Source: an optimization exercise on an open RTL-to-GDS flow (aim: small area). Production flows keep margins and buffers that such runs may drop.
Only simulation tests tie the RTL to the original design; equivalence was not proved.
Power is estimated from default activity; no workload was simulated.

==> try-indigo: inputs <==
==> flow/design.v <==
module cal_eval (
    input  wire        clk,
    input  wire        rst,         
    input  wire        in_valid,
    output wire        in_ready,
    input  wire [31:0] raw,
    input  wire [31:0] c0,
    input  wire [31:0] c1,
    input  wire [31:0] c2,
    output reg         out_valid,
    output wire [31:0] result
);
    localparam [3:0] IDLE = 4'd0,  PRE = 4'd1,  M0  = 4'd2,  M1  = 4'd3,
                     ML   = 4'd4,  MN  = 4'd5,  RND = 4'd6,  PACK = 4'd7,
                     D0   = 4'd8,  D1  = 4'd9,  D2  = 4'd10, ALN = 4'd11,
                     AOP  = 4'd12, NEG = 4'd13, NRM = 4'd14;
    reg  [3:0]  st;
    reg  [1:0]  ph;           
    reg         rs, rh;
    reg  [8:0]  rx;
    reg  [22:0] rf;
    reg         ms;
    reg  [7:0]  mx;
    reg  [22:0] mm;           
    reg  [31:0] r_c1, r_c0;
    reg  [26:0] a;
    reg  [9:0]  e;
    reg         s, spn, spi, bgc;
    assign in_ready = (st == IDLE);
    assign result   = {ms, mx, mm};
    wire        c1h = |r_c1[30:23];
    wire        c0h = |r_c0[30:23];
    wire [9:0]  c1x = {2'b00, r_c1[30:24], r_c1[23] | ~c1h};
    wire [9:0]  c0x = {2'b00, r_c0[30:24], r_c0[23] | ~c0h};
    wire        cs  = ph[1] ? r_c0[31] : r_c1[31];
    wire        esub = cs ^ ms;    
    wire        mh  = |mx;      
    wire [9:0]  mxe = {2'b00, mx[7:1], mx[0] | ~mh};
    wire [9:0]  rxe = {rx[8], rx};
    wire m_fz  = (mm == 23'd0);
    wire m_z   = m_fz & ~mh;           
    wire m_zs  = m_fz & ~mx[0];        
    wire m_ff  = &mx;
    wire m_nan = m_ff & ~m_fz;
    wire m_inf = m_ff & m_fz;
    wire e_neg  = e[9];
    wire e_zero = (e == 10'd0);
    wire e_gt1  = ~e[9] & (|e[8:1]);            
    wire e_lt1  = e[9] | e_zero;                
    wire e_ovf  = ~e[9] & (e[8] | (&e[7:0]));   
    wire a_hz   = (a[26:1] == 26'd0);
    wire a_zero = a_hz & ~a[0];
    reg         sel_r, sel_rf, sel_c, sel_m, b_one, ainv;
    wire        sel_r_on = sel_rf | (sel_r & mm[0]);
    wire [23:0] bm = ({24{sel_r_on}} & {rh, rf})
                   | ({24{sel_c & ~ph[1]}} & {c1h, r_c1[22:0]})
                   | ({24{sel_c &  ph[1]}} & {c0h, r_c0[22:0]})
                   | ({24{sel_m}} & {mh, mm})
                   | {23'd0, b_one};
    wire [27:0] sum = {1'b0, a ^ {27{ainv}}} + {1'b0, bm, 3'b000} + {27'd0, ainv};
    wire        b_fz = (bm[22:0] == 23'd0);
    reg         ea_e, ea_m1, ea_k;                
    reg         eb_r, eb_m, eb_mn, eb_c, eb_m1, eb_two;
    reg         eci;
    wire [9:0]  ea = ({10{ea_e}} & e) | ({10{ea_m1}} & 10'h3FF) | ({10{ea_k}} & 10'h36A);
    wire [9:0]  eb = ({10{eb_r}} & rxe) | ({10{eb_m}} & mxe) | ({10{eb_mn}} & ~mxe)
                   | ({10{eb_c & ~ph[1]}} & c1x) | ({10{eb_c & ph[1]}} & c0x)
                   | ({10{eb_m1}} & 10'h3FF) | {8'd0, eb_two, 1'b0};
    wire [9:0]  esum = ea + eb + {9'd0, eci};
    wire        eb_ff = (eb == 10'h0FF);
    wire x_nan = eb_ff & ~b_fz;
    wire x_inf = eb_ff & b_fz;
    reg  [3:0]  st_n;
    reg  [1:0]  a_op;         
    reg         a_clr, e_ld;
    wire rnd = a[2] & (a[1] | a[0] | a[3]);
    always @* begin
        st_n = st;
        sel_r = 1'b0; sel_rf = 1'b0; sel_c = 1'b0; sel_m = 1'b0; b_one = 1'b0; ainv = 1'b0;
        a_op = 2'd0; a_clr = 1'b0;
        ea_e = 1'b1; ea_m1 = 1'b0; ea_k = 1'b0;
        eb_r = 1'b0; eb_m = 1'b0; eb_mn = 1'b0; eb_c = 1'b0; eb_m1 = 1'b0; eb_two = 1'b0;
        eci = 1'b0; e_ld = 1'b0;
        case (st)
            PRE: begin                                    
                sel_rf = 1'b1;
                ea_e = 1'b0; ea_m1 = 1'b1; eb_r = 1'b1;
                if (rh || b_fz) st_n = M0;
            end
            M0: begin                                     
                sel_rf = 1'b1; a_clr = 1'b1;
                ea_e = 1'b0; ea_k = 1'b1; eb_r = 1'b1; e_ld = 1'b1;
                st_n = M1;
            end
            M1: begin                                     
                eb_m = 1'b1; e_ld = 1'b1;
                st_n = (spn | spi) ? PACK : ML;
            end
            ML: begin
                if (!m_zs) begin                           
                    sel_r = 1'b1; a_op = 2'd1;
                    eci = 1'b1; e_ld = 1'b1;
                end else if (e_lt1 && !a_hz) begin       
                    if (e_neg) begin
                        a_op = 2'd2; eb_two = 1'b1;
                    end else begin
                        a_op = 2'd1; eci = 1'b1;
                    end
                    e_ld = 1'b1;
                end else
                    st_n = MN;
            end
            MN: begin
                if (!a[26] && e_gt1) begin
                    a_op = 2'd3; eb_m1 = 1'b1; e_ld = 1'b1;
                end
                st_n = RND;
            end
            RND: begin
                b_one = rnd;
                if (sum[27]) begin
                    a_op = 2'd1; eci = 1'b1; e_ld = 1'b1;
                end
                st_n = PACK;
            end
            PACK: begin
                a_clr = 1'b1;
                st_n = (ph == 2'd3) ? IDLE : (ph[0] ? M0 : D0);
            end
            D0: begin                                     
                sel_c = 1'b1;
                ea_e = 1'b0; eb_c = 1'b1; e_ld = 1'b1;
                st_n = D1;
            end
            D1: begin                                     
                a_clr = 1'b1;
                eb_mn = 1'b1; eci = 1'b1; e_ld = 1'b1;
                st_n = (spn | spi) ? PACK : D2;
            end
            D2: begin                                     
                if (e_neg) sel_c = 1'b1; else sel_m = 1'b1;
                st_n = e_zero ? AOP : ALN;
            end
            ALN: begin
                if (!e_zero && !a_hz) begin
                    a_op = 2'd1;
                    if (e_neg) eci = 1'b1; else eb_m1 = 1'b1;
                    e_ld = 1'b1;
                end else
                    st_n = AOP;
            end
            AOP: begin
                if (bgc) sel_c = 1'b1; else sel_m = 1'b1;
                ainv = esub;
                ea_e = 1'b0; e_ld = 1'b1;
                if (bgc) eb_c = 1'b1; else eb_m = 1'b1;
                if (!esub && sum[27]) begin
                    a_op = 2'd1; eci = 1'b1;
                end
                st_n = (esub && !sum[27]) ? NEG : NRM;
            end
            NEG: begin                                    
                ainv = 1'b1;
                st_n = NRM;
            end
            NRM: begin
                if (!a[26] && e_gt1 && !a_zero) begin
                    a_op = 2'd3; eb_m1 = 1'b1; e_ld = 1'b1;
                end else
                    st_n = RND;
            end
            default: ;
        endcase
    end
    reg [26:0] a_n;
    always @* begin
        case (a_op)
            2'd0: a_n = sum[26:0];
            2'd1: a_n = {sum[27:2], sum[1] | sum[0]};
            2'd2: a_n = {2'b00, a[26:3], a[2] | a[1] | a[0]};
            default: a_n = {a[25:0], 1'b0};
        endcase
        if (a_clr) a_n = 27'd0;
    end
    wire ovf = a[26] & e_ovf;
    always @(posedge clk) begin
        if (rst) begin
            st        <= IDLE;
            out_valid <= 1'b0;
        end else begin
            st        <= (st == IDLE && in_valid) ? PRE : st_n;
            out_valid <= (st == PACK) && (ph == 2'd3);
        end
    end
    always @(posedge clk) begin
        a <= a_n;
        e <= esum;               
        case (st)
            IDLE: if (in_valid) begin
                ph   <= 2'd0;
                rs   <= raw[31];
                rh   <= |raw[30:23];
                rx   <= (raw[30:23] == 8'd0) ? 9'd1 : {1'b0, raw[30:23]};
                rf   <= raw[22:0];
                ms   <= c2[31];
                mx   <= c2[30:23];
                mm   <= c2[22:0];
                r_c1 <= c1;
                r_c0 <= c0;
            end
            PRE: if (!rh && !b_fz) begin
                {rh, rf} <= {rf, 1'b0};
                rx <= esum[8:0];
            end
            M0: begin
                s   <= rs ^ ms;
                spn <= x_nan | m_nan | (x_inf & m_z) | (m_inf & ~rh);
                spi <= x_inf | m_inf;
            end
            M1: mx[0] <= mh;
            ML: if (!m_zs)
                {mx[0], mm} <= {1'b0, mx[0], mm[22:1]};
            PACK: begin
                ph <= ph + 2'd1;
                if (spn) begin
                    ms <= 1'b0; mx <= 8'hFF; mm <= 23'h400000;
                end else if (spi || ovf) begin
                    ms <= s; mx <= 8'hFF; mm <= 23'h000000;
                end else begin
                    ms <= s;
                    mx <= a[26] ? e[7:0] : 8'd0;
                    mm <= a[25:3];
                end
            end
            D0: begin
                spn  <= x_nan | m_nan | (x_inf & m_inf & esub);
                spi  <= x_inf | m_inf;
                s    <= x_inf ? cs : ms;
            end
            D2: begin
                bgc <= ~e_neg;
                s   <= e_neg ? ms : cs;
            end
            NEG: s <= ms;
            NRM: if (!(!a[26] && e_gt1 && !a_zero) && a_zero && esub)
                s <= 1'b0;
            default: ;
        endcase
    end
endmodule
==> flow/flow/run.sh <==
#!/bin/bash
# The standard layout (standard.sh) with these changes:
#  - synthesis maps the logic with an area-oriented ABC script (flow/abc_area.script)
#    instead of ORFS's delay-oriented one, and leaves adders to ABC
#    (ADDER_MAP_FILE empty); the rest of synthesis is synth_recipe.tcl unchanged,
#    so the registers are the standard synthesis's;
#  - buffer_ports uses sky130_fd_sc_hd__buf_1 as the port buffer;
#  - clock tree: sky130_fd_sc_hd__clkbuf_8 buffers and no dummy loads.
# Each tool's full output: flow_standard.log here, and ORFS's per-step logs
# under orfs/logs/.
set -euo pipefail
W=$PWD
cat > "$W/flow_synth.tcl" <<EOF
proc abc {args} {
  set i [lsearch \$args -script]
  if {\$i >= 0} { set args [lreplace \$args [expr {\$i+1}] [expr {\$i+1}] $W/flow/abc_area.script] }
  puts "abc with the area script: \$args"
  yosys abc {*}\$args
}
source $W/synth_recipe.tcl
EOF
sed "s#SYNTH_SCRIPT=[^ ]*synth_recipe.tcl#SYNTH_SCRIPT=$W/flow_synth.tcl#" standard.sh > flow_standard.sh
grep -q "SYNTH_SCRIPT=$W/flow_synth.tcl" flow_standard.sh
export ADDER_MAP_FILE=
export BUFFER_PORTS_ARGS="-buffer_cell sky130_fd_sc_hd__buf_1"
export CTS_ARGS="-sink_clustering_enable -repair_clock_nets -buf_list sky130_fd_sc_hd__clkbuf_8 -dont_use_dummy_load"
bash flow_standard.sh > flow_standard.log 2>&1
==> flow/flow/abc_area.script <==
strash
&get -n
&fraig -x
&put
dc2
strash
&get -n
&dch -f
&nf -R 1000
&put
&get -n
&dch -f
&nf -R 1000
&put
&get -n
&dch -f
&nf -R 1000
&put
&get -n
&dch -f
&nf -R 1000
&put
&get -n
&dch -f
&nf -R 1000
&put
&get -n
&dch -f
&nf -R 1000
&put
&get -n
&dch -f
&nf -R 1000
&put
&get -n
&dch -f
&nf -R 1000
&put
==> flow/standard.sh <==
#!/bin/bash
# synth_recipe.tcl (not shown) runs the flow's synth.tcl, then flattens the netlist and writes it again
# the make line also repeats each setting of config.mk as NAME=value (left out here)
make -C /OpenROAD-flow-scripts/flow DESIGN_CONFIG=/design/flow/config.mk WORK_HOME=/design/flow/orfs CLKGATE_MAP_FILE= SYNTH_SCRIPT=/design/flow/synth_recipe.tcl "${@:-finish}"
==> flow/config.mk <==
export PLATFORM = sky130hd
export DESIGN_NAME = cal_eval
export DESIGN_NICKNAME = cal_eval
export VERILOG_FILES = /design/flow/design.v
export SDC_FILE = /design/flow/constraint.sdc
export NUM_CORES = 4
export LEC_CHECK = 0
export CAP_MARGIN = 20
export CORE_MARGIN = 2
export CORE_UTILIZATION = 60
export SLEW_MARGIN = 20
==> flow/constraint.sdc <==
create_clock -name core_clock -period 22.0 [get_ports {clk}]
set_input_delay 4.4000 -clock core_clock [delete_from_list [all_inputs] [get_ports {clk}]]
set_output_delay 4.4000 -clock core_clock [all_outputs]
set_load 0.01 [all_outputs]
==> try-ember: changes against try-indigo <==
--- a/flow/design.v
+++ b/flow/design.v
@@ -21,25 +21,23 @@
     reg  [22:0] rf;
     reg         ms;
     reg  [7:0]  mx;
-    reg  [22:0] mm;           
+    reg  [23:0] mm;
     reg  [31:0] r_c1, r_c0;
     reg  [26:0] a;
     reg  [9:0]  e;
     reg         s, spn, spi, bgc;
     assign in_ready = (st == IDLE);
-    assign result   = {ms, mx, mm};
+    assign result   = {ms, mx, mm[22:0]};
     wire        c1h = |r_c1[30:23];
     wire        c0h = |r_c0[30:23];
     wire [9:0]  c1x = {2'b00, r_c1[30:24], r_c1[23] | ~c1h};
     wire [9:0]  c0x = {2'b00, r_c0[30:24], r_c0[23] | ~c0h};
     wire        cs  = ph[1] ? r_c0[31] : r_c1[31];
     wire        esub = cs ^ ms;    
-    wire        mh  = |mx;      
-    wire [9:0]  mxe = {2'b00, mx[7:1], mx[0] | ~mh};
+    wire [9:0]  mxe = {2'b00, mx[7:1], mx[0] | ~mm[23]};
     wire [9:0]  rxe = {rx[8], rx};
-    wire m_fz  = (mm == 23'd0);
-    wire m_z   = m_fz & ~mh;           
-    wire m_zs  = m_fz & ~mx[0];        
+    wire m_fz  = (mm[22:0] == 23'd0);
+    wire m_z   = m_fz & ~mm[23];
     wire m_ff  = &mx;
     wire m_nan = m_ff & ~m_fz;
     wire m_inf = m_ff & m_fz;
@@ -55,7 +53,7 @@
     wire [23:0] bm = ({24{sel_r_on}} & {rh, rf})
                    | ({24{sel_c & ~ph[1]}} & {c1h, r_c1[22:0]})
                    | ({24{sel_c &  ph[1]}} & {c0h, r_c0[22:0]})
-                   | ({24{sel_m}} & {mh, mm})
+                   | ({24{sel_m}} & mm)
                    | {23'd0, b_one};
     wire [27:0] sum = {1'b0, a ^ {27{ainv}}} + {1'b0, bm, 3'b000} + {27'd0, ainv};
     wire        b_fz = (bm[22:0] == 23'd0);
@@ -97,7 +95,7 @@
                 st_n = (spn | spi) ? PACK : ML;
             end
             ML: begin
-                if (!m_zs) begin                           
+                if (!m_z) begin                           
                     sel_r = 1'b1; a_op = 2'd1;
                     eci = 1'b1; e_ld = 1'b1;
                 end else if (e_lt1 && !a_hz) begin       
@@ -204,7 +202,7 @@
                 rf   <= raw[22:0];
                 ms   <= c2[31];
                 mx   <= c2[30:23];
-                mm   <= c2[22:0];
+                mm   <= {|c2[30:23], c2[22:0]};
                 r_c1 <= c1;
                 r_c0 <= c0;
             end
@@ -217,19 +215,18 @@
                 spn <= x_nan | m_nan | (x_inf & m_z) | (m_inf & ~rh);
                 spi <= x_inf | m_inf;
             end
-            M1: mx[0] <= mh;
-            ML: if (!m_zs)
-                {mx[0], mm} <= {1'b0, mx[0], mm[22:1]};
+            ML: if (!m_z)
+                mm <= {1'b0, mm[23:1]};
             PACK: begin
                 ph <= ph + 2'd1;
                 if (spn) begin
-                    ms <= 1'b0; mx <= 8'hFF; mm <= 23'h400000;
+                    ms <= 1'b0; mx <= 8'hFF; mm <= 24'hC00000;
                 end else if (spi || ovf) begin
-                    ms <= s; mx <= 8'hFF; mm <= 23'h000000;
+                    ms <= s; mx <= 8'hFF; mm <= 24'h800000;
                 end else begin
                     ms <= s;
                     mx <= a[26] ? e[7:0] : 8'd0;
-                    mm <= a[25:3];
+                    mm <= a[26:3];
                 end
             end
             D0: begin
==> flow/flow/abc_area.script (replaced) <==
strash
&get -n
&fraig -x
&put
dc2
strash
&get -n
&dch -f
&nf -R 1000
&put
==> impl_summary.log <==
INFO  metric status = complete, no violations
INFO  metric detailedRoute.firstPassIterationCount = 7
INFO  metric detail_route.iter0.violations = 1300
INFO  metric setup_ws = 11.79 ns
INFO  metric detail_route.wl_per_cell = 19.8 um
INFO  metric synthMuxAreaShare = 0.412%
INFO  metric power_sequential = 0.000663 W
INFO  metric cp_num_cells = 47
INFO  metric post_synth_xor_area_fraction = 7.57%
INFO  metric num_rows = 46
INFO  metric switching_share = 43.8%
INFO  metric maximum_number_of_pins_on_one_net_before_global_route_repair = 53
INFO  metric worst_clock_skew = 0.0399 ns
INFO  metric worst-path-buf-inv = 3
INFO  metric powerDensity = 148 mW/mm^2
INFO  metric synth_top_family_by_area = simple AND/OR/NAND/NOR gates
INFO  metric synth.top_cells.by_count = nand2_1, edfxtp_1, nor2_1, a222oi_1, a21oi_1
INFO  metric post-route-cell-area = 0.0108 mm^2
INFO  metric finish.net_count = 1294
INFO  metric area.sequential = 0.00495 mm^2
# the run above: try-ember

==> impl_summary.log <==
INFO  metric status = complete, no violations
INFO  metric finish.net_count = 1246
INFO  metric area_growth_syn_to_fin = 13.6%
INFO  metric detail_route.wl_per_cell = 19.7 um
INFO  metric power_sequential = 0.000669 W
INFO  metric num-nonclk-buffers = 183
INFO  metric setup_ws = 8.56 ns
INFO  metric synth_top_family_by_area = compound AO/OA/AOI/OAI gates
INFO  metric comb_cell_power = 0.000755 W
INFO  metric synth.top_cells.by_count = nor2_1, edfxtp_1, nand2_1, a222oi_1, a21oi_1
INFO  metric hold_path_depth = 2
INFO  metric clock_power_share = 10.6%
INFO  metric finalMaxSlewViolations = 0
INFO  metric detailedRoute.firstPassIterationCount = 8
INFO  metric post_synth_xor_area_fraction = 7.86%
INFO  metric cp_num_cells = 60
INFO  metric switching_share = 43.0%
INFO  metric synthMuxAreaShare = 0.230%
INFO  metric grt_setup_unrepaired = false
INFO  metric worst_clock_skew = 0.0358 ns
INFO  metric area.sequential = 0.00492 mm^2
INFO  metric detail_route.iter0.violations = 1385
# the run above: try-indigo

port drivers added, routing unchanged:
No port has a modelled driver above. Below, the same layouts with a new extraction and two added sets of constraints. Step 1 assumes that a clkbuf_16 drives the clock port and a buf_2 every other input. Step 2 moves the port delays by t, midway between the first and last clock arrival at a register: inputs arrive t later, outputs are due t later. That takes back most of the time a late clock gives input paths. Slacks: no drivers / after step 1 / after step 2; pairs: no drivers / after step 1.
| run | shift t [ns] | slack for setup (ns) | hold WS [ns] |
|---|---|---|---|
| try-indigo | 0.487 | 8.562 / 8.562 / 8.562 | 0.534 / 0.534 / 0.534 |
| try-ember | 0.495 | 11.787 / 11.787 / 11.787 | 0.538 / 0.538 / 0.538 |
After both steps every run listed still meets setup and hold.
